From an optimization exercise on the open Yosys and OpenROAD flow, aimed at small area, a short achievable clock period and few clock cycles; shortcuts taken in it are not production practice. The RTL was checked by simulation tests, not by an equivalence proof against the original design. Power figures rest on the tool's default switching activity, not on a simulated workload.

===== design/flow/flow/run.sh =====
#!/bin/bash
# Own layout flow: the standard ORFS flow (standard.sh, unchanged synthesis)
# with a few knobs changed:
#  - ports are buffered with the smallest buffer (buf_1) instead of the
#    default pick; timing repair may then resize them,
#  - timing repair may change cell footprints and aims beyond the plain
#    clock period (setup margin),
#  - the clock tree uses clkbuf_8 buffers, larger sink clusters and no
#    dummy loads.
# The make output goes to flow_make.log in the work folder; every ORFS step
# also keeps its own log under orfs/logs.
set -euo pipefail
MARGIN=$(cat "$(dirname "$0")/margin.txt")
bash standard.sh \
  MATCH_CELL_FOOTPRINT=0 \
  SETUP_SLACK_MARGIN=$MARGIN \
  "BUFFER_PORTS_ARGS=-buffer_cell sky130_fd_sc_hd__buf_1" \
  "CTS_ARGS=-sink_clustering_enable -repair_clock_nets -dont_use_dummy_load -buf_list sky130_fd_sc_hd__clkbuf_8 -sink_clustering_size 16 -sink_clustering_max_diameter 50" \
  finish > flow_make.log 2>&1

===== design/flow/flow/margin.txt =====
5.0

===== design/flow/standard.sh =====
#!/bin/bash
# synth_recipe.tcl (not shown) runs the flow's synth.tcl, then flattens the netlist and writes it again
# the make line also repeats each setting of config.mk as NAME=value (left out here)
make -C /OpenROAD-flow-scripts/flow DESIGN_CONFIG=/design/flow/config.mk WORK_HOME=/design/flow/orfs CLKGATE_MAP_FILE= SYNTH_SCRIPT=/design/flow/synth_recipe.tcl "${@:-finish}"

===== design/flow/config.mk =====
export PLATFORM = sky130hd
export DESIGN_NAME = dfa_fe
export DESIGN_NICKNAME = dfa_fe
export VERILOG_FILES = /design/flow/design.v
export SDC_FILE = /design/flow/constraint.sdc
export NUM_CORES = 4
export LEC_CHECK = 0
export CAP_MARGIN = 20
export CORE_MARGIN = 2
export CORE_UTILIZATION = 40
export SLEW_MARGIN = 20

===== design/flow/constraint.sdc =====
create_clock -name core_clock -period 11.0 [get_ports {clk}]
set_input_delay 2.2000 -clock core_clock [delete_from_list [all_inputs] [get_ports {clk}]]
set_output_delay 2.2000 -clock core_clock [all_outputs]
set_load 0.01 [all_outputs]

===== design/flow/design.v =====
module dfa_fe (
    input  wire        clk,
    input  wire        rst,           
    input  wire        bus_en,
    input  wire        bus_we,
    input  wire [3:0]  bus_addr,      
    input  wire [31:0] bus_wdata,
    output reg  [31:0] bus_rdata,
    output wire        out_valid,
    input  wire        out_ready,
    output reg  [7:0]  out_data,
    output wire [31:0] out_msg_id,
    output wire [31:0] out_frag_id,
    output wire        out_sof,
    output wire        out_eof
);
    localparam [3:0] A_CMD        = 4'h0,
                     A_STATUS     = 4'h1,
                     A_CFG_N      = 4'h2,
                     A_CFG_P      = 4'h3,
                     A_CFG_C      = 4'h4,
                     A_MSG_ID     = 4'h5,
                     A_ACT_N      = 4'h6,
                     A_ACT_P      = 4'h7,
                     A_ACT_C      = 4'h8,
                     A_CUR_MSG    = 4'h9,
                     A_CUR_FRAG   = 4'hA,
                     A_FRAG_TOTAL = 4'hB;
    localparam [3:0] E_NONE      = 4'h0,
                     E_MSG_COUNT = 4'h1,
                     E_PAY_NEG   = 4'h2,
                     E_CW_NONPOS = 4'h3,
                     E_CW_SMALL  = 4'h4,
                     E_NO_ROOM   = 4'h5,
                     E_NOT_CFG   = 4'h8,
                     E_BAD_ID    = 4'h9,
                     E_ILLEGAL   = 4'hF;
    localparam [1:0] S_HDR = 2'd0,      
                     S_PAY = 2'd1,      
                     S_FTR = 2'd2,      
                     S_PAD = 2'd3;      
    reg [31:0] cfg_n, cfg_p, cfg_c, msg_id;
    reg [30:0] act_n, act_p, act_c;
    reg        act_ok;
    reg [30:0] cur_msg, cur_frag;
    reg        cur_ok;
    reg        single;                
    reg [30:0] pay_left;              
    reg        pay_zero;              
    reg [30:0] blk_left;              
    reg [1:0]  sect;
    reg [2:0]  sidx;                  
    reg        busy, done, cfg_valid, dropped;
    reg [3:0]  err;
    wire [31:0] status_word = {24'd0, err, dropped, cfg_valid, done, busy};
    wire rs_status = (bus_addr == A_STATUS);
    wire rs_cfg_n  = (bus_addr == A_CFG_N);
    wire rs_cfg_p  = (bus_addr == A_CFG_P);
    wire rs_cfg_c  = (bus_addr == A_CFG_C);
    wire rs_msg_id = (bus_addr == A_MSG_ID);
    wire rs_act_n  = (bus_addr == A_ACT_N) && act_ok;
    wire rs_act_p  = (bus_addr == A_ACT_P) && act_ok;
    wire rs_act_c  = (bus_addr == A_ACT_C) && act_ok;
    wire rs_cur_m  = (bus_addr == A_CUR_MSG) && cur_ok;
    wire rs_cur_f  = (bus_addr == A_CUR_FRAG || bus_addr == A_FRAG_TOTAL) && cur_ok;
    always @(*) begin
        bus_rdata = ({32{rs_status}} & status_word)
                  | ({32{rs_cfg_n}}  & cfg_n)
                  | ({32{rs_cfg_p}}  & cfg_p)
                  | ({32{rs_cfg_c}}  & cfg_c)
                  | ({32{rs_msg_id}} & msg_id)
                  | ({32{rs_act_n}}  & {1'b0, act_n})
                  | ({32{rs_act_p}}  & {1'b0, act_p})
                  | ({32{rs_act_c}}  & {1'b0, act_c})
                  | ({32{rs_cur_m}}  & {1'b0, cur_msg})
                  | ({32{rs_cur_f}}  & {1'b0, cur_frag});
    end
    wire        wr       = bus_en && bus_we;
    wire        cmd_wr   = wr && (bus_addr == A_CMD);
    wire [31:0] cmd      = bus_wdata;
    wire        cmd_nz   = (cmd != 32'd0);
    wire        cmd_legal = (cmd[31:4] == 28'd0) && (cmd[3:0] < 4'h4);
    wire        accept   = cmd_wr && cmd_nz && !busy;
    wire signed [31:0] vn = cfg_n;
    wire signed [31:0] vp = cfg_p;
    wire signed [31:0] vc = cfg_c;
    reg  [3:0]  cfg_err;
    always @(*) begin
        if (vn <= 0)                 cfg_err = E_MSG_COUNT;
        else if (vp < 0)             cfg_err = E_PAY_NEG;
        else if (vc <= 0)            cfg_err = E_CW_NONPOS;
        else if (vc < 12)            cfg_err = E_CW_SMALL;
        else if (vc == 12 && vp > 0) cfg_err = E_NO_ROOM;
        else                         cfg_err = E_NONE;
    end
    wire do_config = accept && cmd_legal && cmd[1:0] == 2'd1 && cfg_err == E_NONE;
    wire do_start  = accept && cmd_legal && cmd[1] && cfg_valid &&
                     !(cmd[0] && $signed(msg_id) <= 0);
    wire [31:0] wd = rst ? 32'd0 : bus_wdata;
    always @(posedge clk) begin
        if (rst || (wr && bus_addr == A_CFG_N))  cfg_n  <= wd;
        if (rst || (wr && bus_addr == A_CFG_P))  cfg_p  <= wd;
        if (rst || (wr && bus_addr == A_CFG_C))  cfg_c  <= wd;
        if (rst || (wr && bus_addr == A_MSG_ID)) msg_id <= wd;
    end
    always @(posedge clk) begin
        if (do_config) begin
            act_n <= cfg_n[30:0];
            act_p <= cfg_p[30:0];
            act_c <= cfg_c[30:0];
        end
    end
    wire actp_zero = (act_p == 31'd0);
    wire pay_one  = (pay_left == 31'd1);
    wire blk_hi0  = (blk_left[30:3] == 28'd0);
    wire blk_one  = blk_hi0 && blk_left[2:0] == 3'd1;
    wire blk_five = blk_hi0 && blk_left[2:0] == 3'd5;
    wire frag_one = (cur_frag == 31'd1);
    wire last_msg = single || (cur_msg == act_n);
    wire [1:0] msg_m1  = cur_msg[1:0] - 2'd1;
    wire [1:0] frag_m2 = cur_frag[1:0] - 2'd2;
    always @(*) begin
        case (sect)
            S_HDR:
                if (sidx == 3'd6)      out_data = {6'd0, msg_m1};
                else if (sidx == 3'd7) out_data = frag_one ? 8'hD5 : {6'd0, frag_m2};
                else                   out_data = 8'h07;
            S_PAY: out_data = 8'hFF;
            S_FTR:
                if (pay_zero)           
                    case (sidx[1:0])
                        2'd0: out_data = 8'hAA;
                        2'd1: out_data = 8'hBB;
                        2'd2: out_data = 8'hCC;
                        default: out_data = 8'hDD;
                    endcase
                else                    
                    case (sidx[1:0])
                        2'd0: out_data = 8'h11;
                        2'd1: out_data = 8'h22;
                        2'd2: out_data = 8'h33;
                        default: out_data = 8'h44;
                    endcase
            default: out_data = 8'h00;
        endcase
    end
    assign out_valid   = busy;
    assign out_msg_id  = {1'b0, cur_msg};
    assign out_frag_id = {1'b0, cur_frag};
    assign out_sof     = (sect == S_HDR) && (sidx == 3'd0);
    assign out_eof     = blk_one;
    wire xfer = busy && out_ready;
    wire frame_end = xfer && blk_one;
    wire msg_next  = frame_end && pay_zero && !last_msg;
    wire pay_step  = xfer && (sect == S_PAY);
    wire frag_step = frame_end && !pay_zero;
    always @(posedge clk) begin
        blk_left <= (do_start || frame_end) ? act_c : blk_left - {30'd0, xfer};
        pay_left <= (do_start || msg_next)  ? act_p : pay_left - {30'd0, pay_step};
        cur_frag <= (do_start || msg_next)  ? 31'd1 : cur_frag + {30'd0, frag_step};
        cur_msg  <= do_start ? (cmd[0] ? msg_id[30:0] : 31'd1)
                             : cur_msg + {30'd0, msg_next};
    end
    always @(posedge clk) begin
        if (do_start) begin
            pay_zero <= actp_zero;
            sect     <= S_HDR;
            sidx     <= 3'd0;
            single   <= cmd[0];
        end else if (xfer) begin
            case (sect)
                S_HDR: begin
                    sidx <= sidx + 3'd1;
                    if (sidx == 3'd7) sect <= pay_zero ? S_FTR : S_PAY;
                end
                S_PAY: begin
                    pay_zero <= pay_one;
                    if (pay_one || blk_five) sect <= S_FTR;
                end
                S_FTR: begin
                    sidx <= sidx + 3'd1;
                    if (sidx[1:0] == 2'd3) sect <= S_PAD;
                end
                default: ;
            endcase
            if (blk_one) begin
                sect <= S_HDR;
                sidx <= 3'd0;
                if (pay_zero && !last_msg) pay_zero <= actp_zero;
            end
        end
    end
    always @(posedge clk) begin
        if (rst) begin
            busy      <= 1'b0;
            done      <= 1'b0;
            cfg_valid <= 1'b0;
            dropped   <= 1'b0;
            err       <= E_NONE;
            act_ok    <= 1'b0;
            cur_ok    <= 1'b0;
        end else begin
            if (cmd_wr && cmd_nz) begin
                if (busy) begin
                    dropped <= 1'b1;
                end else begin
                    done    <= 1'b0;
                    err     <= E_NONE;
                    dropped <= 1'b0;
                    if (!cmd_legal) begin
                        err <= E_ILLEGAL;
                    end else begin
                        case (cmd[1:0])
                            2'd1: begin  
                                if (cfg_err != E_NONE) begin
                                    cfg_valid <= 1'b0;
                                    err       <= cfg_err;
                                end else begin
                                    cfg_valid <= 1'b1;
                                    act_ok    <= 1'b1;
                                    done      <= 1'b1;
                                end
                            end
                            2'd2, 2'd3: begin  
                                if (!cfg_valid)
                                    err <= E_NOT_CFG;
                                else if (cmd[0] && $signed(msg_id) <= 0)
                                    err <= E_BAD_ID;
                                else begin
                                    busy   <= 1'b1;
                                    cur_ok <= 1'b1;
                                end
                            end
                            default: ;
                        endcase
                    end
                end
            end
            if (xfer && blk_one && pay_zero && last_msg) begin
                busy <= 1'b0;
                done <= 1'b1;
            end
        end
    end
endmodule

==> results.toml, run 1 <==
[run_status]
status = "no timing/DRC/antenna violations"

[floorplan]
die-width_um = 209
start_util_pct = 40.3
dieArea_um2 = 43700
io_pins = 148
row_count = 75
coreArea_um2 = 41800
die_h_um = 209

[grt]
antenna_found_initial = 1
grt-ovfl-total = 0
grtUsageTotal_pct = 26.2
grt_max_degree = 71
grt_pass1_vias = 12700
grt_first_pass_wirelength_um = 84600

[placed_design]
gp_congestion = 0.951
dpl_cell_area_um2 = 17800
port_buffers = 145
post-place-ws_ns = 4.64
hpwl_um = 42400

[sta]
timing.slew.headroom_pct = 25.3
finalHoldViolations = 0
finClkSkew_ns = 0.0496
min_period_ns = 6.03
drv_slew = 0
max_freq_mhz = 166
setup_viol = 0
max_slew.worst_pin.slew_ns = 1.12
fin_tns_setup_ns = 0
fin_ws_ns = 4.97
rsz0062_at_grt = "yes"
period_share_pct = 54.8

[synthesis]
avgSynthCellArea_um2 = 11.3
synth_common_cells = "223 x edfxtp_1, 139 x dfxtp_1, 117 x nor2_1"
syn-instance-count = 1487
synth_area_leader_cell = "edfxtp_1"
synth_top_area_share_pct = 39.8
synth-seq-area-share_pct = 56.3
synth_ff_type = "edfxtp_1"
synth-edff-count = 223
ys_top_cells_by_area = "edfxtp_1 40%, dfxtp_1 17%, xnor2_1 4.8%"
yosysUniqueCellTypes = 72
yosysWarnings = 1
syn-cell-area_um2 = 16800
ys_seq_elements = 362
ys_async_sr_fraction_pct = 0
synth.most_common_cell = "edfxtp_1"

[clock_tree]
path_clk_slew_ns = 0.06
cts_tree = "built"
clk_latency_ns = 0.59
cts_max_path_buffers = 3
clock-root-buffer = "clkbuf_8"
cts.sinks = 362
htreeDepth = 2
cts_buffers = 37

[final_layout]
fin_nets = 1677
drive_above_1_share_pct = 8.04
syn2layout_area_growth_pct = 10.2
stdcell_area_um2 = 18500
antenna_cells = 0

[worst_setup_path]
worst_r2r_path_depth = 14
path_class = "input pin to output port"
arrival_ns = 3.83
worst-path-max-fanout = 33
cp-start-kind = "input pin"
worstPathRequired_ns = 8.80
worst_setup_path_end_kind = "output port"
timing.rr.end = "cur_msg[30]"
r2r_slack_ns = 6.36
timing.rr.start = "blk_left[3]"

[routing]
first_pass_iters = 7
routed_wl_um = 58300
ant_nets = 0
wl_per_cell_um = 27.1
drt-initial-drc-count = 1714
remaining_drc_errors = 0
viasPerCell = 6.13
vias = 13200

[flow_run]
maxCapViolations = 0

[hold_path]
hold_end = "err[1]"
hp-class = "register to register"
hold_depth = 2
hp-start = "err[1]"

[power]
leakage_nw = 6.40
p_per_area_nw_per_um2 = 129
peakVddDrop_mv = 0.0638
==> state kept, by name, summed over array words and instances (netlist names), 32 cells and up <==
| signal | cells |
|---|---|
| cfg_p | 32 |
| cfg_c | 32 |
| msg_id | 32 |
| cfg_n | 32 |
==> final cells by class <==
| class | instances | area [µm²] |
|---|---|---|
| Clock buffer | 37 | 509 |
| Timing Repair Buffer | 170 | 833 |
| Sequential cell | 362 | 9480 |
| Fill cell | 3886 | 23200 |
| Tap cell | 539 | 674 |
| Inverter | 33 | 125 |
| Multi-Input combinational cell | 1015 | 6930 |
==> worst max-delay path, cell delays in order <==
cell and delay (ns):
buf_2 0.16, nor2_2 0.11, and3_1 0.23, buf_12 0.20, a22o_1 0.25, a221oi_1 0.21
nand3_1 0.23, buf_2 0.23
==> routing by layer <==
layer,GRT usage [%],share of wire [%],vias to the layer above
li1,-,-,5871
met1,35.2,40,6450
met2,43.0,47,759
met3,4.94,10,134
met4,7.83,3.3,2
met5,0,0.017,-
==> worst max-delay path by stage <==
stage | to | slack, ns | cells past startpoint | startpoint
floorplan | bus_rdata[20] | 5.08 | 6 | bus_addr[0]
global placement | bus_rdata[3] | 4.68 | 8 | bus_addr[1]
detailed placement | bus_rdata[0] | 4.64 | 7 | bus_addr[1]
CTS | bus_rdata[4] | 5.00 | 7 | bus_addr[0]
global route | bus_rdata[8] | 4.92 | 7 | bus_addr[3]
finish | bus_rdata[16] | 4.97 | 8 | bus_addr[2]
==> kinds of logic (layout without fill, tap and decap cells) <==
| family | count (synthesis) | after routing | synth area share, % |
|---|---|---|---|
| other | 1 | 2 | 0.0223 |
| buffers and inverters | 112 | 240 | 3.08 |
| XOR/XNOR | 146 | 146 | 7.60 |
| multiplexers | 56 | 56 | 3.63 |
| AO/OA/AOI/OAI | 261 | 261 | 11.2 |
| AND/OR/NAND/NOR | 532 | 533 | 16.9 |
| flip-flops | 362 | 362 | 56.3 |
| adder cells (fa/ha/maj) | 17 | 17 | 1.26 |
==> cell usage in the layout (no fill, tap or decap), types with 26 or more instances in the layout <==
cell,count
dfxtp_1,139
nand3_1,58
nor2b_1,38
inv_1,32
o21ai_0,68
nand2_1,87
clkbuf_8,37
nor2_1,113
xnor2_1,93
nand4_1,38
a221oi_1,26
xor2_1,53
nor4_1,69
buf_1,135
edfxtp_1,223
nor3_1,41
a21oi_1,30
a22oi_1,47
==> stage by stage <==
| step | cells | power (mW) | util (%) | hold slack [ns] |
|---|---|---|---|---|
| after floorplan | 1488 | 1.59 | - | 0.434 |
| after global placement | 2110 | 1.66 | 42.6 | 0.468 |
| after detailed placement | 2110 | 1.66 | 42.6 | 0.467 |
| after CTS | 2155 | 2.39 | 44.3 | 0.471 |
| after global routing | 2156 | 2.45 | 44.4 | 0.484 |
| final | 2156 | 2.39 | 44.4 | 0.478 |
==> report_power, final <==
part	leakage, nW	switching (mW)	internal [mW]
registers	3.21	0.0498	1.49
logic	2.93	0.0685	0.0291
clock network	0.266	0.448	0.301
total	6.40	0.566	1.82
==> repair_timing <==
item                       CTS  global route
gates resized for setup     26            19
gates cloned                 1             0
pin swaps                    5             5
setup buffers                7             1
hold buffers                 0             0
hold endpoints to repair     0             0
setup endpoints to repair   32            24
Testbench counts, summed over its fixed seeds: cycles 59,163.
==> run 2, diff against run 1 <==
==> design/flow/flow/margin.txt (replaced) <==
4.5
==> run 2 against run 1 <==
First-iteration DRC count up 3.8%; core utilization shrank 0.52 points; sequential power about the same.
==> results.toml, run 2 <==
[synthesis]
yosysWarnings = 1
synth_area_leader_cell = "edfxtp_1"
yosys.area_share.xor_xnor_pct = 7.60
yosysUniqueCellTypes = 72
synth.most_common_cell = "edfxtp_1"
synth_top_family_by_area = "simple AND/OR/NAND/NOR gates"
ys_async_sr_fraction_pct = 0
synth_ff_type = "edfxtp_1"
syn-cell-area_um2 = 16800
ys_seq_elements = 362
ys_top_cells_by_area = "edfxtp_1 40%, dfxtp_1 17%, xnor2_1 4.8%"
synth-edff-count = 223
synthAdderAreaFrac_pct = 1.26
yosys.area_share.simple_pct = 16.9
avgSynthCellArea_um2 = 11.3
synth-seq-area-share_pct = 56.3
synth_compound_area_share_pct = 11.2
synth.area.mux_share_pct = 3.63
synth_top_area_share_pct = 39.8
synth_common_cells = "223 x edfxtp_1, 139 x dfxtp_1, 117 x nor2_1"
syn-instance-count = 1487

[worst_setup_path]
cp-start-kind = "input pin"
crit_chain = "buf_1 > nor2_1 > and3_1 > buf_4 > a22o_1 > a221oi_1 > nand3_1 > buf_1"
worst_r2r_path_depth = 14
worstPathRequired_ns = 8.80
worst-path-max-fanout = 33
slowest_stage = "buf_4"
path_class = "input pin to output port"
slowest_delay_ns = 0.43
critPathBufInv = 3
critPathMostFrequentCell = "buf_1"
path_delay_family = "simple AND/OR/NAND/NOR gates"
arrival_ns = 4.11
startpoint = "bus_addr[2]"
crit_cells = 8
worst_setup_path_end_kind = "output port"
timing.rr.start = "blk_left[3]"

[sta]
rsz0062_at_grt = "no"
hold_slack_ns = 0.479
drv_slew = 0
period_share_pct = 57.3
finClkSkew_ns = 0.0494
setup_viol = 0
fin_tns_setup_ns = 0
finalHoldViolations = 0
min_period_ns = 6.31
max_freq_mhz = 159
timing.slew.headroom_pct = 24.8
max_slew.worst_pin.slew_ns = 1.13

[grt]
grt_first_pass_wirelength_um = 83400
antenna_found_initial = 3
grt-ovfl-total = 0
grt_max_degree = 71
grtUsageTotal_pct = 25.9
grt_pass1_vias = 12600

[placed_design]
gp_congestion = 0.951
hpwl_um = 42400
port_buffers = 145

[floorplan]
dieArea_um2 = 43700
die-width_um = 209
coreArea_um2 = 41800
io_pins = 148
start_util_pct = 40.3
die_h_um = 209
row_count = 75

[clock_tree]
htreeDepth = 2
cts.sinks = 362
postCtsSetupBuffers = 0
hold_buffers = 0
cts_buffers = 37
cts_max_path_buffers = 3
clk_latency_ns = 0.59
path_clk_slew_ns = 0.06
clock-root-buffer = "clkbuf_8"
cts_tree = "built"

[routing]
routed_wl_um = 57500
ant_nets = 0
drt-initial-drc-count = 1779
remaining_drc_errors = 0
wl_per_cell_um = 26.8
viasPerCell = 6.13
first_pass_iters = 9
vias = 13200

[final_layout]
drive_above_1_share_pct = 6.53
final_core_util_pct = 43.9
syn2layout_area_growth_pct = 8.95
multi_input_area_um2 = 6860
mostFrequentLayoutCells = "223 x edfxtp_1, 143 x buf_1, 139 x dfxtp_1"
ff_latch_area_um2 = 9480
fin_nets = 1668
num-fill-cells = 3903
final_common_cell = "edfxtp_1"

[run_status]
status = "no timing/DRC/antenna violations"

[hold_path]
hp-start = "err[1]"
hp-class = "register to register"
hold_depth = 2

[power]
peakVddDrop_mv = 0.0651
total_power_mw = 2.38
leakage_nw = 6.29
p_per_area_nw_per_um2 = 130

[flow_run]
maxCapViolations = 0
==> run 2: through the flow <==
stage / area [µm²] / setup slack (ns) / instances
global placement: 17800 / 4.68 / 2110
finish: 18300 / 4.69 / 2149
global route: 18300 / 4.62 / 2147
detailed placement: 17800 / 4.64 / 2110
CTS: 18300 / 4.63 / 2147
floorplan: 16800 / 5.08 / 1488
==> run 2: cell type report <==
class                   count  area share, %
diodes                      2         0.0273
clock buffers              37           2.78
inverters                  33          0.683
multi-input cells        1014           37.4
flip-flops and latches    362           51.7
well taps                 539           3.68
repair buffers            162           3.68
==> run 2: repair_timing <==
action / in CTS / in global routing
resized for setup: 0 / 2
endpoints found under the hold margin: 0 / 0
setup endpoints to repair: 0 / 3
==> run 2: path summary, 6_finish.rpt <==
| check | endpoint | slack, ns |
|---|---|---|
| min | err[1] | 0.48 |
| max reg2reg | cur_msg[30] | 6.35 |
| max | bus_rdata[16] | 4.69 |
| min reg2reg | err[1] | 0.48 |
==> run 2: where the power goes <==
part	internal, mW	switching [mW]
clock network	0.301	0.448
logic	0.0265	0.0671
registers	1.49	0.0492
total	1.82	0.564
==> run 2: logic make-up (layout without fill, tap and decap cells) <==
kind of cell	Yosys count	in the layout
other	1	4
XOR/XNOR	146	146
buffers and inverters	112	232
AO/OA/AOI/OAI	261	261
multiplexers	56	56
flip-flops	362	362
adder cells (fa/ha/maj)	17	17
AND/OR/NAND/NOR	532	532
==> run 2: tightest hold or removal path, stage by stage, from the launching register on <==
cell and delay, ns:
dfxtp_1 0.31, inv_1 0.05, a221oi_1 0.06
==> run 2: routing by layer <==
metal | up-vias | part of all wire, % | track usage, %
li1 | 5863 | - | -
met1 | 6457 | 40 | 34.4
met2 | 717 | 46 | 41.4
met3 | 124 | 9.9 | 5.55
met4 | 2 | 4.0 | 10.0
met5 | - | 0.021 | 0
==> run 3, diff against run 2 <==
==> design/flow/flow/margin.txt (replaced) <==
4.0
==> run 3 against run 2 <==
Still clean; via count up 0.33%; cell area about the same; die area unchanged; sequential share of layout area about the same; largest cell class unchanged.
==> results.toml, run 3 <==
[clock_tree]
hold_buffers = 0
postCtsSetupBuffers = 0
htreeDepth = 2
cts_max_path_buffers = 3
clock-root-buffer = "clkbuf_8"
path_clk_slew_ns = 0.10
cts.sinks = 362
cts_resized = 0
cts_tree = "built"
cts_buffers = 37
clk_latency_ns = 0.59

[sta]
finalHoldViolations = 0
timing.slew.headroom_pct = 25.3
setup_viol = 0
fin_ws_ns = 4.58
finClkSkew_ns = 0.0479
max_slew.worst_pin.slew_ns = 1.12
rsz0062_at_grt = "no"
min_period_ns = 6.42
fin_tns_setup_ns = 0
max_freq_mhz = 156
drv_slew = 0
period_share_pct = 58.4

[routing]
drt-initial-drc-count = 1806
remaining_drc_errors = 0
vias = 13200
met3WireLength_um = 5850
highest_layer = "met5"
wl_met1_um = 23000
first_pass_iters = 7
wl_per_cell_um = 26.9
viasPerCell = 6.15
dr_wl_met2_um = 26500
routed_wl_um = 57700
ant_nets = 0

[synthesis]
synth_ff_type = "edfxtp_1"
yosysUniqueCellTypes = 72
ys_top_cells_by_area = "edfxtp_1 40%, dfxtp_1 17%, xnor2_1 4.8%"
ys_async_sr_fraction_pct = 0
syn-instance-count = 1487
avgSynthCellArea_um2 = 11.3
synth-seq-area-share_pct = 56.3
synth_top_area_share_pct = 39.8
yosysWarnings = 1
synth_common_cells = "223 x edfxtp_1, 139 x dfxtp_1, 117 x nor2_1"
synth_area_leader_cell = "edfxtp_1"
ys_seq_elements = 362
synth-edff-count = 223
syn-cell-area_um2 = 16800
synth.most_common_cell = "edfxtp_1"

[worst_setup_path]
worst_setup_path_end_kind = "output port"
cp-start-kind = "input pin"
worstPathRequired_ns = 8.80
arrival_ns = 4.22
path_class = "input pin to output port"
worst-path-max-fanout = 31

[floorplan]
coreArea_um2 = 41800
io_pins = 148
start_util_pct = 40.3
die_h_um = 209
dieArea_um2 = 43700
row_count = 75
die-width_um = 209

[flow_run]
maxCapViolations = 0

[grt]
grtUsageTotal_pct = 25.9
grt-ovfl-total = 0
antenna_found_initial = 3
grt_pass1_vias = 12600
grt_max_degree = 71
grt_first_pass_wirelength_um = 83400

[placed_design]
dp.cells = 2110
port_buffers = 145
hpwl_um = 42400
post-place-ws_ns = 4.64
gp_congestion = 0.951

[final_layout]
drive_above_1_share_pct = 6.53
fin_nets = 1668
syn2layout_area_growth_pct = 8.88
num-fill-cells = 3904
final_common_cell = "edfxtp_1"
layout.cells.non_filler = 2148
mostFrequentLayoutCells = "223 x edfxtp_1, 143 x buf_1, 139 x dfxtp_1"

[power]
leakage_nw = 6.29
p_per_area_nw_per_um2 = 130
total_power_mw = 2.38
peakVddDrop_mv = 0.0652

[run_status]
status = "no timing/DRC/antenna violations"

[hold_path]
hp-class = "register to register"
## run 3: cell counts after synthesis
No cell type changed its count.
## run 3: worst paths after layout
check,slack (ns),depth (start not counted),to,from
worst max-delay path,4.58,7,bus_rdata[0],bus_addr[1]
worst min-delay path,0.48,0,act_n[10],cfg_n[10]
worst max register to register,6.36,14,cur_msg[30],blk_left[3]
worst min register to register,0.48,0,act_n[10],cfg_n[10]
## run 3: worst max-delay path, stage by stage
cell and delay, ns:
buf_1 0.15, nor3b_1 0.29, and3_2 0.74, a222oi_1 0.23, and3_1 0.24, nand2_1 0.15
buf_1 0.18
## run 3: kinds of logic (layout without fill, tap and decap cells)
logic type / after synthesis / in the layout / share of synthesized area (%)
AO/OA/AOI/OAI: 261 / 261 / 11.2
flip-flops: 362 / 362 / 56.3
multiplexers: 56 / 56 / 3.63
XOR/XNOR: 146 / 146 / 7.60
other: 1 / 3 / 0.0223
buffers and inverters: 112 / 232 / 3.08
AND/OR/NAND/NOR: 532 / 532 / 16.9
adder cells (fa/ha/maj): 17 / 17 / 1.26
## run 3: routing by layer
layer / vias to the layer above / global-route usage, %
met5: - / 0
met4: 2 / 10.0
met3: 116 / 5.55
met2: 688 / 41.4
met1: 6547 / 34.4
li1: 5854 / -
## run 3: metrics by stage
stage	utilization, %	hold slack [ns]	cell area (µm²)
after floorplan	-	0.434	16800
after global placement	42.6	0.468	17800
after detailed placement	42.6	0.467	17800
after CTS	43.9	0.471	18300
after global routing	43.9	0.484	18300
final	43.9	0.480	18300
## run 3: final cells by class
class                      instances  area [µm²]  area share (%)
antenna                            1        2.50          0.0137
clock buffer                      37         509            2.78
inverter                          33         125           0.683
multi-input combinational       1014        6850            37.4
sequential                       362        9480            51.7
tap                              539         674            3.68
timing repair buffer             162         674            3.68
## run 3: power breakdown
group	internal (mW)	total [mW]	leakage (nW)	switching, mW
clock	0.301	0.750	0.266	0.449
combinational	0.0265	0.0935	2.81	0.0670
sequential	1.49	1.54	3.21	0.0491
total	1.82	2.38	6.29	0.565
==> run 4, diff against run 3 <==
==> design/flow/flow/margin.txt (replaced) <==
5.2
==> run 4 against run 3 <==
Non-clock buffer count up 38; total power up 1.6%; wire length increased by 2.6%; clock power rose by 2%; hold slack lost 0.0063 ns; sequential cell count is the same; cell area up 5.0%; clock skew is 0.030 ns higher; critical path type unchanged; critical endpoint is now bus_rdata[17].
==> results.toml, run 4 <==
[run_status]
status = "no timing/DRC/antenna violations"

[synthesis]
synth_ff_type = "edfxtp_1"
yosys.area_share.xor_xnor_pct = 7.60
yosysWarnings = 1
synth_top_area_share_pct = 39.8
synth.area.mux_share_pct = 3.63
ys_async_sr_fraction_pct = 0
yosysUniqueCellTypes = 72
syn-cell-area_um2 = 16800
ys_seq_elements = 362
synth_common_cells = "223 x edfxtp_1, 139 x dfxtp_1, 117 x nor2_1"
synthAdderAreaFrac_pct = 1.26
synth-seq-area-share_pct = 56.3
synth.most_common_cell = "edfxtp_1"
avgSynthCellArea_um2 = 11.3
synth_top_family_by_area = "simple AND/OR/NAND/NOR gates"
synth_compound_area_share_pct = 11.2
synth_area_leader_cell = "edfxtp_1"
yosys.area_share.simple_pct = 16.9
syn-instance-count = 1487
ys_top_cells_by_area = "edfxtp_1 40%, dfxtp_1 17%, xnor2_1 4.8%"
synth-edff-count = 223

[grt]
grt_pass1_vias = 12900
grt_max_degree = 64
grt_first_pass_wirelength_um = 86100
antenna_found_initial = 0
grtUsageTotal_pct = 26.6
grt-ovfl-total = 0

[sta]
setup_viol = 0
max_freq_mhz = 165
timing.slew.headroom_pct = 22.7
period_share_pct = 55.0
max_slew.worst_pin.slew_ns = 1.14
min_period_ns = 6.05
finClkSkew_ns = 0.0783
finalHoldViolations = 0
fin_tns_setup_ns = 0
rsz0062_at_grt = "yes"
drv_slew = 0
fin_ws_ns = 4.95

[final_layout]
num-fill-cells = 3803
drive_above_1_share_pct = 13.1
syn2layout_area_growth_pct = 14.4
mostFrequentLayoutCells = "223 x edfxtp_1, 139 x dfxtp_1, 115 x buf_1"
fin_nets = 1708
final_common_cell = "edfxtp_1"

[worst_setup_path]
worst_setup_path_end_kind = "output port"
timing.rr.end = "cur_msg[30]"
crit_path_end = "bus_rdata[17]"
cp-start-kind = "input pin"
path_class = "input pin to output port"
timing.rr.start = "blk_left[3]"
worst-path-max-fanout = 8
worstPathRequired_ns = 8.80
startpoint = "bus_addr[0]"
r2r_slack_ns = 6.56
worst_r2r_path_depth = 14
arrival_ns = 3.85

[clock_tree]
cts_tree = "built"
htreeDepth = 2
clk_latency_ns = 0.62
cts.sinks = 362
cts_max_path_buffers = 3
hold_buffers = 0
cts_buffers = 38
clock-root-buffer = "clkbuf_8"
path_clk_slew_ns = 0.09

[routing]
drt-initial-drc-count = 2050
wl_per_cell_um = 27.0
viasPerCell = 6.13
remaining_drc_errors = 0
ant_nets = 0
vias = 13400
routed_wl_um = 59200
first_pass_iters = 7

[floorplan]
row_count = 75
dieArea_um2 = 43700
coreArea_um2 = 41800
start_util_pct = 40.3
die_h_um = 209
io_pins = 148
die-width_um = 209

[placed_design]
hpwl_um = 43100
port_buffers = 145
gp_congestion = 0.956
post-place-ws_ns = 4.26

[flow_run]
maxCapViolations = 0

[power]
peakVddDrop_mv = 0.0749
p_per_area_nw_per_um2 = 126
leakage_nw = 6.76

[hold_path]
hp-class = "register to register"
run 4: final cells by class:
cell class	count	area, µm²	area share [%]
Antenna cell	1	2.50	0.0130
Timing Repair Buffer	200	1240	6.47
Inverter	33	125	0.650
Sequential cell	362	9480	49.3
Tap cell	539	674	3.51
Multi-Input combinational cell	1015	7190	37.4
Clock buffer	38	523	2.72
run 4: kinds of logic after synthesis:
logic type                 Yosys count
AOI/OAI and AO/OA                  261
xor gates and xnor gates           146
adders and majority gates           17
buffers and inverters              112
DFF                                362
muxes                               56
other                                1
and+or+nand+nor                    532
run 4: per-layer routing:
| layer | vias to the layer above | wire length [µm] | global-route usage (%) |
|---|---|---|---|
| li1 | 5937 | - | - |
| met1 | 6529 | 23200 | 34.9 |
| met2 | 785 | 27400 | 43.3 |
| met3 | 152 | 6000 | 5.59 |
| met4 | 0 | 2510 | 10.2 |
| met5 | - | 0 | 0 |
run 4: stage by stage:
step / cell area [µm²] / util [%] / instances / power, mW / hold slack [ns]
after floorplan: 16800 / - / 1488 / 1.59 / 0.434
after global placement: 17800 / 42.7 / 2110 / 1.66 / 0.458
after detailed placement: 17800 / 42.7 / 2110 / 1.66 / 0.461
after CTS: 18900 / 45.3 / 2175 / 2.41 / 0.472
after global routing: 19200 / 46.1 / 2187 / 2.48 / 0.485
final: 19200 / 46.1 / 2188 / 2.42 / 0.474
run 4: timing repair:
action,CTS,global route
pin swaps,26,28
cloned,3,1
setup buffers,24,11
resized for setup,106,53
endpoints found under the setup margin,32,31
run 4: worst min path at each step:
stage	from	to	cells after the start
finish	cfg_c[20]	act_c[20]	0
global route	err[2]	err[2]	2
CTS	cfg_c[20]	act_c[20]	0
detailed placement	err[2]	err[2]	2
global placement	err[1]	err[1]	2
floorplan	act_ok	act_ok	2
run 4: critical path: stages:
cell and delay [ns]:
buf_6 0.10, buf_12 0.12, nand2b_4 0.09, nor2_4 0.07
buf_12 0.14, a222oi_1 0.64, nand3_1 0.28, buf_2 0.21
run 4: power by group:
part | internal, mW | switching, mW | leakage, nW | total (mW)
Combinational | 0.0399 | 0.0730 | 3.28 | 0.113
Clock | 0.308 | 0.459 | 0.273 | 0.767
Sequential | 1.49 | 0.0503 | 3.21 | 1.54
Total | 1.84 | 0.582 | 6.76 | 2.42
==> run 5, diff against run 4 <==
==> design/flow/flow/margin.txt (replaced) <==
5.4
--- a/design/flow/config.mk
+++ b/design/flow/config.mk
@@ -7,5 +7,5 @@
 export LEC_CHECK = 0
 export CAP_MARGIN = 20
 export CORE_MARGIN = 2
-export CORE_UTILIZATION = 40
+export CORE_UTILIZATION = 50
 export SLEW_MARGIN = 20
==> run 5 against run 4 <==
Die area shrank 20%; wire length is 1.8% higher; first-iteration DRC count rose by 11%; area after synthesis is the same; global-route usage up 6.9 points; cell area grew 3.0%; fmax is 1.9% higher; setup slack improved by 0.11 ns; hold slack better by 0.00081 ns; critical path depth up 1; final cell count decreased by 2.4%; critical path type unchanged.
==> results.toml, run 5 <==
[sta]
finClkSkew_ns = 0.0796
fin_tns_setup_ns = 0
timing.slew.headroom_pct = 25.3
max_freq_mhz = 168
min_period_ns = 5.94
finalHoldViolations = 0
drv_slew = 0
period_share_pct = 54.0
setup_viol = 0
rsz0062_at_grt = "yes"
max_slew.worst_pin.slew_ns = 1.12

[floorplan]
coreArea_um2 = 33400
dieArea_um2 = 35100
start_util_pct = 50.4
row_count = 67
io_pins = 148
die_h_um = 187
die-width_um = 187

[hold_path]
hp-class = "register to register"

[routing]
drt-initial-drc-count = 2284
vias = 13800
ant_nets = 0
remaining_drc_errors = 0
first_pass_iters = 9
wl_per_cell_um = 28.2
routed_wl_um = 60200
viasPerCell = 6.46

[worst_setup_path]
crit_chain = "buf_12 > nand2b_4 > nor3_4 > buf_12 > buf_12 > a222oi_1 > and3_4 > nand2_2 > clkbuf_2"
worstPathRequired_ns = 8.80
slowest_stage = "a222oi_1"
arrival_ns = 3.74
worst-path-max-fanout = 18
path_class = "input pin to output port"
critPathMostFrequentCell = "buf_12"
cp-start-kind = "input pin"
worst_setup_path_end_kind = "output port"
slowest_delay_ns = 0.43

[power]
peakVddDrop_mv = 0.0623
switching_power_mw = 0.574
p_seq_share_pct = 63.8
leakage_nw = 7.12
p_clk_share_pct = 31.1
switching_share_pct = 23.7
p_per_area_nw_per_um2 = 122
intPower_mw = 1.85
power_frac_comb_pct = 5.1

[synthesis]
ys_async_sr_fraction_pct = 0
syn-instance-count = 1487
synth_top_area_share_pct = 39.8
synth_area_leader_cell = "edfxtp_1"
syn-cell-area_um2 = 16800
synth-seq-area-share_pct = 56.3
synth-edff-count = 223
synth_common_cells = "223 x edfxtp_1, 139 x dfxtp_1, 117 x nor2_1"
yosysUniqueCellTypes = 72
synth.most_common_cell = "edfxtp_1"
synth_ff_type = "edfxtp_1"
ys_top_cells_by_area = "edfxtp_1 40%, dfxtp_1 17%, xnor2_1 4.8%"
ys_seq_elements = 362
yosysWarnings = 1
avgSynthCellArea_um2 = 11.3

[final_layout]
final_common_cell = "edfxtp_1"
antenna_cells = 0
syn2layout_area_growth_pct = 17.7
fin_nets = 1748
drive_above_1_share_pct = 16.3
layout.cells.non_filler = 2136
mostFrequentLayoutCells = "223 x edfxtp_1, 139 x dfxtp_1, 113 x nor2_1"
stdcell_area_um2 = 19800

[placed_design]
hpwl_um = 41800
dpl_cell_area_um2 = 17700
dp.cells = 2018
gp_congestion = 0.968
port_buffers = 145

[grt]
grt_pass1_vias = 13000
grt_max_degree = 86
antenna_found_initial = 1
grt-ovfl-total = 0
grtUsageTotal_pct = 33.5
grt_first_pass_wirelength_um = 86800

[clock_tree]
path_clk_slew_ns = 0.09
clock-root-buffer = "clkbuf_8"
clk_latency_ns = 0.58
hold_buffers = 0
htreeDepth = 2
cts_buffers = 38
cts_tree = "built"
cts_max_path_buffers = 3
cts.sinks = 362

[run_status]
status = "no timing/DRC/antenna violations"

[flow_run]
maxCapViolations = 0
## run 5: cell counts after synthesis
Identical to the previous run, type by type.
## run 5: area by class of cell
class	instances	area, µm²
multi-input cells	1017	7270
flip-flops and latches	362	9480
fillers	2864	13600
clock buffers	38	523
repair buffers	238	1850
inverters	33	129
well taps	448	561
## run 5: kinds of logic (layout without fill, tap and decap cells)
logic type      Yosys count  in the layout  share of synthesized area [%]
simple gates            532            535                           16.9
flops                   362            362                           56.3
compound gates          261            261                           11.2
xor+xnor                146            146                           7.60
buf+inv                 112            309                           3.08
mux                      56             56                           3.63
fa+ha+maj                17             17                           1.26
other cells               1              2                         0.0223
## run 5: critical path: cells and delay by family
family                 cells  cell delay, ns
and+or+nand+nor            4            0.58
buffers and inverters      4            0.52
AOI/OAI and AO/OA          1            0.43
## run 5: power groups by stage
stage	combinational, mW	clock (mW)	sequential (mW)
after CTS	0.112	0.752	1.54
after global routing	0.129	0.804	1.55
after floorplan	0.0512	0	1.54
final	0.124	0.752	1.54
after detailed placement	0.0915	0	1.57
after global placement	0.0911	0	1.57
## run 5: through the flow
step	total power [mW]	setup slack (ns)	utilization (%)	hold slack [ns]
2_1_floorplan	1.59	5.41	-	0.434
3_3_place_gp	1.66	3.95	53.0	0.458
3_5_place_dp	1.66	4.15	53.0	0.474
4_1_cts	2.40	5.16	57.9	0.461
5_1_grt	2.48	5.05	59.4	0.466
6_report	2.42	5.06	59.4	0.474
## run 5: what timing repair did
item | 4_1_cts | 5_1_grt
gates cloned | 12 | 2
endpoints found under the setup margin | 32 | 32
gates resized for setup | 159 | 56
buffers inserted | 42 | 24
pin swaps | 51 | 52
hold endpoints to repair | 0 | 0
## run 5: final timing paths
check                    from      endpoint  cells past startpoint  slack, ns
setup / recovery  bus_addr[3]  bus_rdata[0]                      9       5.06
hold / removal      cfg_n[21]     act_n[21]                      0       0.47
setup reg to reg  blk_left[7]   cur_msg[30]                     14       6.14
hold reg to reg     cfg_n[21]     act_n[21]                      0       0.47
## run 5: metal layers
layer	vias to the layer above	wire, µm	global-route usage (%)
met5	-	13	0
met4	2	2660	12.4
met3	163	7040	6.87
met2	984	26500	51.1
met1	6638	24000	47.5
li1	6016	-	-
==> run 6, diff against run 5 <==
--- a/design/flow/design.v
+++ b/design/flow/design.v
@@ -150,30 +150,22 @@
     assign out_sof     = (sect == S_HDR) && (sidx == 3'd0);
     assign out_eof     = blk_one;
     wire xfer = busy && out_ready;
-    wire frame_end = xfer && blk_one;
-    wire msg_next  = frame_end && pay_zero && !last_msg;
-    wire pay_step  = xfer && (sect == S_PAY);
-    wire frag_step = frame_end && !pay_zero;
-    always @(posedge clk) begin
-        blk_left <= (do_start || frame_end) ? act_c : blk_left - {30'd0, xfer};
-        pay_left <= (do_start || msg_next)  ? act_p : pay_left - {30'd0, pay_step};
-        cur_frag <= (do_start || msg_next)  ? 31'd1 : cur_frag + {30'd0, frag_step};
-        cur_msg  <= do_start ? (cmd[0] ? msg_id[30:0] : 31'd1)
-                             : cur_msg + {30'd0, msg_next};
-    end
     always @(posedge clk) begin
         if (do_start) begin
+            blk_left <= act_c;
+            pay_left <= act_p;
             pay_zero <= actp_zero;
             sect     <= S_HDR;
             sidx     <= 3'd0;
-            single   <= cmd[0];
         end else if (xfer) begin
+            blk_left <= blk_one ? act_c : blk_left - 31'd1;
             case (sect)
                 S_HDR: begin
                     sidx <= sidx + 3'd1;
                     if (sidx == 3'd7) sect <= pay_zero ? S_FTR : S_PAY;
                 end
                 S_PAY: begin
+                    pay_left <= pay_left - 31'd1;
                     pay_zero <= pay_one;
                     if (pay_one || blk_five) sect <= S_FTR;
                 end
@@ -186,7 +178,24 @@
             if (blk_one) begin
                 sect <= S_HDR;
                 sidx <= 3'd0;
-                if (pay_zero && !last_msg) pay_zero <= actp_zero;
+                if (pay_zero && !last_msg) begin
+                    pay_left <= act_p;
+                    pay_zero <= actp_zero;
+                end
+            end
+        end
+    end
+    always @(posedge clk) begin
+        if (do_start) begin
+            cur_msg  <= cmd[0] ? msg_id[30:0] : 31'd1;
+            single   <= cmd[0];
+            cur_frag <= 31'd1;
+        end else if (xfer && blk_one) begin
+            if (!pay_zero) begin
+                cur_frag <= cur_frag + 31'd1;
+            end else if (!last_msg) begin
+                cur_msg  <= cur_msg + 31'd1;
+                cur_frag <= 31'd1;
             end
         end
     end
==> design/flow/flow/run.sh (replaced) <==
#!/bin/bash
# Own layout flow: the standard ORFS flow (standard.sh) with a few knobs
# changed:
#  - ports are buffered with the smallest buffer (buf_1) instead of the
#    default pick; timing repair may then resize them,
#  - timing repair may change cell footprints and aims beyond the plain
#    clock period (setup margin),
#  - the clock tree uses clkbuf_8 buffers, larger sink clusters and no
#    dummy loads,
#  - besides the platform's don't-use cells (dont_use.txt repeats them), the
#    slow wide and-or-invert cells with three-high stacks (a222oi, o2111ai,
#    a2111oi) are not used, so the register read multiplexer maps to faster
#    two-level logic. Registers are unaffected.
# The make output goes to flow_make.log in the work folder; every ORFS step
# also keeps its own log under orfs/logs.
set -euo pipefail
HERE="$(dirname "$0")"
MARGIN=$(cat "$HERE/margin.txt")
DONT_USE=$(cat "$HERE/dont_use.txt")
bash standard.sh \
  "DONT_USE_CELLS=$DONT_USE" \
  MATCH_CELL_FOOTPRINT=0 \
  SETUP_SLACK_MARGIN=$MARGIN \
  "BUFFER_PORTS_ARGS=-buffer_cell sky130_fd_sc_hd__buf_1" \
  "CTS_ARGS=-sink_clustering_enable -repair_clock_nets -dont_use_dummy_load -buf_list sky130_fd_sc_hd__clkbuf_8 -sink_clustering_size 16 -sink_clustering_max_diameter 50" \
  finish > flow_make.log 2>&1
==> design/flow/flow/dont_use.txt (new file) <==
sky130_fd_sc_hd__probe_p_8 sky130_fd_sc_hd__probec_p_8 sky130_fd_sc_hd__lpflow_bleeder_1 sky130_fd_sc_hd__lpflow_clkbufkapwr_1 sky130_fd_sc_hd__lpflow_clkbufkapwr_16 sky130_fd_sc_hd__lpflow_clkbufkapwr_2 sky130_fd_sc_hd__lpflow_clkbufkapwr_4 sky130_fd_sc_hd__lpflow_clkbufkapwr_8 sky130_fd_sc_hd__lpflow_clkinvkapwr_1 sky130_fd_sc_hd__lpflow_clkinvkapwr_16 sky130_fd_sc_hd__lpflow_clkinvkapwr_2 sky130_fd_sc_hd__lpflow_clkinvkapwr_4 sky130_fd_sc_hd__lpflow_clkinvkapwr_8 sky130_fd_sc_hd__lpflow_decapkapwr_12 sky130_fd_sc_hd__lpflow_decapkapwr_3 sky130_fd_sc_hd__lpflow_decapkapwr_4 sky130_fd_sc_hd__lpflow_decapkapwr_6 sky130_fd_sc_hd__lpflow_decapkapwr_8 sky130_fd_sc_hd__lpflow_inputiso0n_1 sky130_fd_sc_hd__lpflow_inputiso0p_1 sky130_fd_sc_hd__lpflow_inputiso1n_1 sky130_fd_sc_hd__lpflow_inputiso1p_1 sky130_fd_sc_hd__lpflow_inputisolatch_1 sky130_fd_sc_hd__lpflow_isobufsrc_1 sky130_fd_sc_hd__lpflow_isobufsrc_16 sky130_fd_sc_hd__lpflow_isobufsrc_2 sky130_fd_sc_hd__lpflow_isobufsrc_4 sky130_fd_sc_hd__lpflow_isobufsrc_8 sky130_fd_sc_hd__lpflow_isobufsrckapwr_16 sky130_fd_sc_hd__lpflow_lsbuf_lh_hl_isowell_tap_1 sky130_fd_sc_hd__lpflow_lsbuf_lh_hl_isowell_tap_2 sky130_fd_sc_hd__lpflow_lsbuf_lh_hl_isowell_tap_4 sky130_fd_sc_hd__lpflow_lsbuf_lh_isowell_4 sky130_fd_sc_hd__lpflow_lsbuf_lh_isowell_tap_1 sky130_fd_sc_hd__lpflow_lsbuf_lh_isowell_tap_2 sky130_fd_sc_hd__lpflow_lsbuf_lh_isowell_tap_4 sky130_fd_sc_hd__a222oi_1 sky130_fd_sc_hd__o2111ai_1 sky130_fd_sc_hd__o2111ai_2 sky130_fd_sc_hd__o2111ai_4 sky130_fd_sc_hd__a2111oi_0 sky130_fd_sc_hd__a2111oi_1 sky130_fd_sc_hd__a2111oi_2 sky130_fd_sc_hd__a2111oi_4
==> design/flow/flow/margin.txt (replaced) <==
6.5
--- a/design/flow/config.mk
+++ b/design/flow/config.mk
@@ -7,5 +7,5 @@
 export LEC_CHECK = 0
 export CAP_MARGIN = 20
 export CORE_MARGIN = 2
-export CORE_UTILIZATION = 50
+export CORE_UTILIZATION = 40
 export SLEW_MARGIN = 20
==> run 6 against run 5 <==
Combinational power hardly changed; largest power group unchanged; die area is 32% higher; setup slack improved by 0.070 ns; first-iteration DRC count decreased by 14%; cell area up 9.4%; area after synthesis rose by 6.1%; fmax increased by 1.2%; sequential share of layout area increased by 0.32 points; highest routed layer unchanged; final cell count up 12%; still clean on timing, DRC and antenna; synthesized cell count up 6.6%; wire length grew 16%; sequential cell count unchanged.
==> results.toml, run 6 <==
[floorplan]
io_pins = 148
dieArea_um2 = 46300
die_h_um = 215
row_count = 77
coreArea_um2 = 44100
die-width_um = 215
start_util_pct = 40.4

[final_layout]
syn2layout_area_growth_pct = 21.5
antenna_cells = 0
mostFrequentLayoutCells = "316 x edfxtp_1, 158 x nand2_1, 108 x buf_1"
layout.cells.non_filler = 2386
drive_above_1_share_pct = 18.5
stdcell_area_um2 = 21700
fin_nets = 1853
final_common_cell = "edfxtp_1"

[grt]
grt_pass1_vias = 14000
grt-ovfl-total = 0
antenna_found_initial = 2
grt_first_pass_wirelength_um = 96300
grtUsageTotal_pct = 28.4
grt_max_degree = 64

[worst_setup_path]
critPathBufInv = 5
arrival_ns = 3.67
slowest_stage = "nor4_4"
worstPathRequired_ns = 8.80
worst-path-max-fanout = 8
path_delay_family = "buffers and inverters"
r2r_slack_ns = 6.80
cp-start-kind = "input pin"
worst_setup_path_end_kind = "output port"
crit_chain = "buf_8 > buf_12 > nor4_4 > buf_4 > clkbuf_16 > a22o_1 > a221oi_2 > nand3_1 > buf_2"
slowest_delay_ns = 0.32
path_class = "input pin to output port"

[run_status]
status = "no timing/DRC/antenna violations"

[routing]
remaining_drc_errors = 0
wl_per_cell_um = 29.3
first_pass_iters = 5
viasPerCell = 6.31
drt-initial-drc-count = 1962
vias = 15100
routed_wl_um = 69800
ant_nets = 0

[clock_tree]
htreeDepth = 2
cts_tree = "built"
clock-root-buffer = "clkbuf_8"
clk_latency_ns = 0.65
cts_max_path_buffers = 3
cts_buffers = 42
path_clk_slew_ns = 0.10
cts.sinks = 362

[synthesis]
yosysWarnings = 1
avgSynthCellArea_um2 = 11.3
yosysUniqueCellTypes = 63
synth_top_area_share_pct = 53.2
synth-seq-area-share_pct = 58.3
synth.most_common_cell = "edfxtp_1"
syn-instance-count = 1585
ys_seq_elements = 362
synth_ff_type = "edfxtp_1"
synth_common_cells = "316 x edfxtp_1, 164 x nand2_1, 101 x xnor2_1"
synth_area_leader_cell = "edfxtp_1"
ys_async_sr_fraction_pct = 0
ys_top_cells_by_area = "edfxtp_1 53%, dfxtp_1 5.2%, xnor2_1 5.0%"
synth-edff-count = 316
syn-cell-area_um2 = 17800

[power]
p_per_area_nw_per_um2 = 117
leakage_nw = 6.83
peakVddDrop_mv = 0.105

[placed_design]
port_buffers = 145
dp.cells = 2256
gp_congestion = 0.940
hpwl_um = 45800
dpl_cell_area_um2 = 19100

[sta]
period_share_pct = 53.4
max_slew.worst_pin.slew_ns = 1.16
rsz0062_at_grt = "yes"
hold_slack_ns = 0.474
finClkSkew_ns = 0.0721
min_period_ns = 5.87
finalHoldViolations = 0
timing.slew.headroom_pct = 22.8
fin_tns_setup_ns = 0
setup_viol = 0
max_freq_mhz = 170
drv_slew = 0

[hold_path]
hp-class = "register to register"

[flow_run]
maxCapViolations = 0
run 6: kinds of logic after synthesis:
kind of cell,synth area share (%)
adder cells (fa/ha/maj),1.12
flip-flops,58.3
buffers and inverters,2.71
XOR/XNOR,6.67
other,0.0210
multiplexers,1.32
AND/OR/NAND/NOR,16.6
AO/OA/AOI/OAI,13.2
run 6: report_power, final:
group	leakage [nW]	switching (mW)	internal (mW)
Clock	0.302	0.484	0.339
Sequential	2.99	0.0515	1.54
Combinational	3.53	0.0821	0.0420
run 6: area by class of cell:
cell class / instances / area, µm²
Fill cell: 4022 / 22400
Inverter: 29 / 120
Tap cell: 592 / 741
Sequential cell: 362 / 10400
Multi-Input combinational cell: 1109 / 7760
Clock buffer: 42 / 578
Timing Repair Buffer: 252 / 2030
run 6: final timing paths:
path | startpoint | end | cells past startpoint
max | bus_addr[0] | bus_rdata[16] | 9
min reg2reg | cfg_n[1] | act_n[1] | 0
max reg2reg | blk_left[16] | cur_frag[30] | 9
min | cfg_n[1] | act_n[1] | 0
run 6: stage by stage:
step / power [mW] / worst slack [ns] / utilization (%)
after floorplan: 1.64 / 4.89 / -
after global placement: 1.71 / 4.62 / 43.2
after detailed placement: 1.71 / 4.60 / 43.2
after CTS: 2.52 / 5.20 / 47.5
after global routing: 2.58 / 5.14 / 49.1
final: 2.53 / 5.13 / 49.1
run 6: what timing repair did:
item | 4_1_cts | 5_1_grt
hold buffers | 0 | 0
buffers inserted | 45 | 18
endpoints found under the setup margin | 348 | 221
gates resized for setup | 223 | 89
gates cloned | 14 | 11
pin swaps | 47 | 31
run 6: routing by layer:
layer	wire length (µm)	global-route usage [%]	vias up	part of all wire, %
met5	11	0	-	0.016
met4	3740	13.0	2	5.4
met2	30200	42.6	1020	43
met1	27700	39.6	7407	40
met3	8230	6.10	180	12
li1	-	-	6444	-
Testbench counts of run 6, summed over its fixed seeds: cycles 59,163.

port drivers added, routing unchanged:
No port has a modelled driver above. Below, the same layouts with a new extraction and two added sets of constraints. Step 1 sets driving cells, clkbuf_16 on the clock port and buf_2 on the other inputs (assumed; they add their load-dependent delay and slew). Step 2 adds t to the input delays and takes it off the output delays; t is the mean of the earliest and latest rising clock arrival at the registers after step 1. Input paths then give back, and output paths get back, about the clock's delay inside the block. a / b / c = ideal / step 1 / step 2; a / b = the first two.
run	t (ns)	slack for setup (ns)	worst setup path at the end	pins driven straight from the clock port
run 1	0.613	4.969 / 4.936 / 4.641	input to register	1
run 2	0.613	4.694 / 4.666 / 4.525	input to register	1
run 3	0.613	4.579 / 4.547 / 4.547	input to output	1
run 4	0.635	4.946 / 4.898 / 4.898	input to output	1
run 5	0.597	5.057 / 4.992 / 4.992	input to output	1
run 6	0.668	5.127 / 5.081 / 5.081	input to output	1
After both steps setup and hold are still met in every run listed. The setup slack of run 1, which loses most, moves by -0.033 ns with the drivers and by -0.328 ns with both steps.
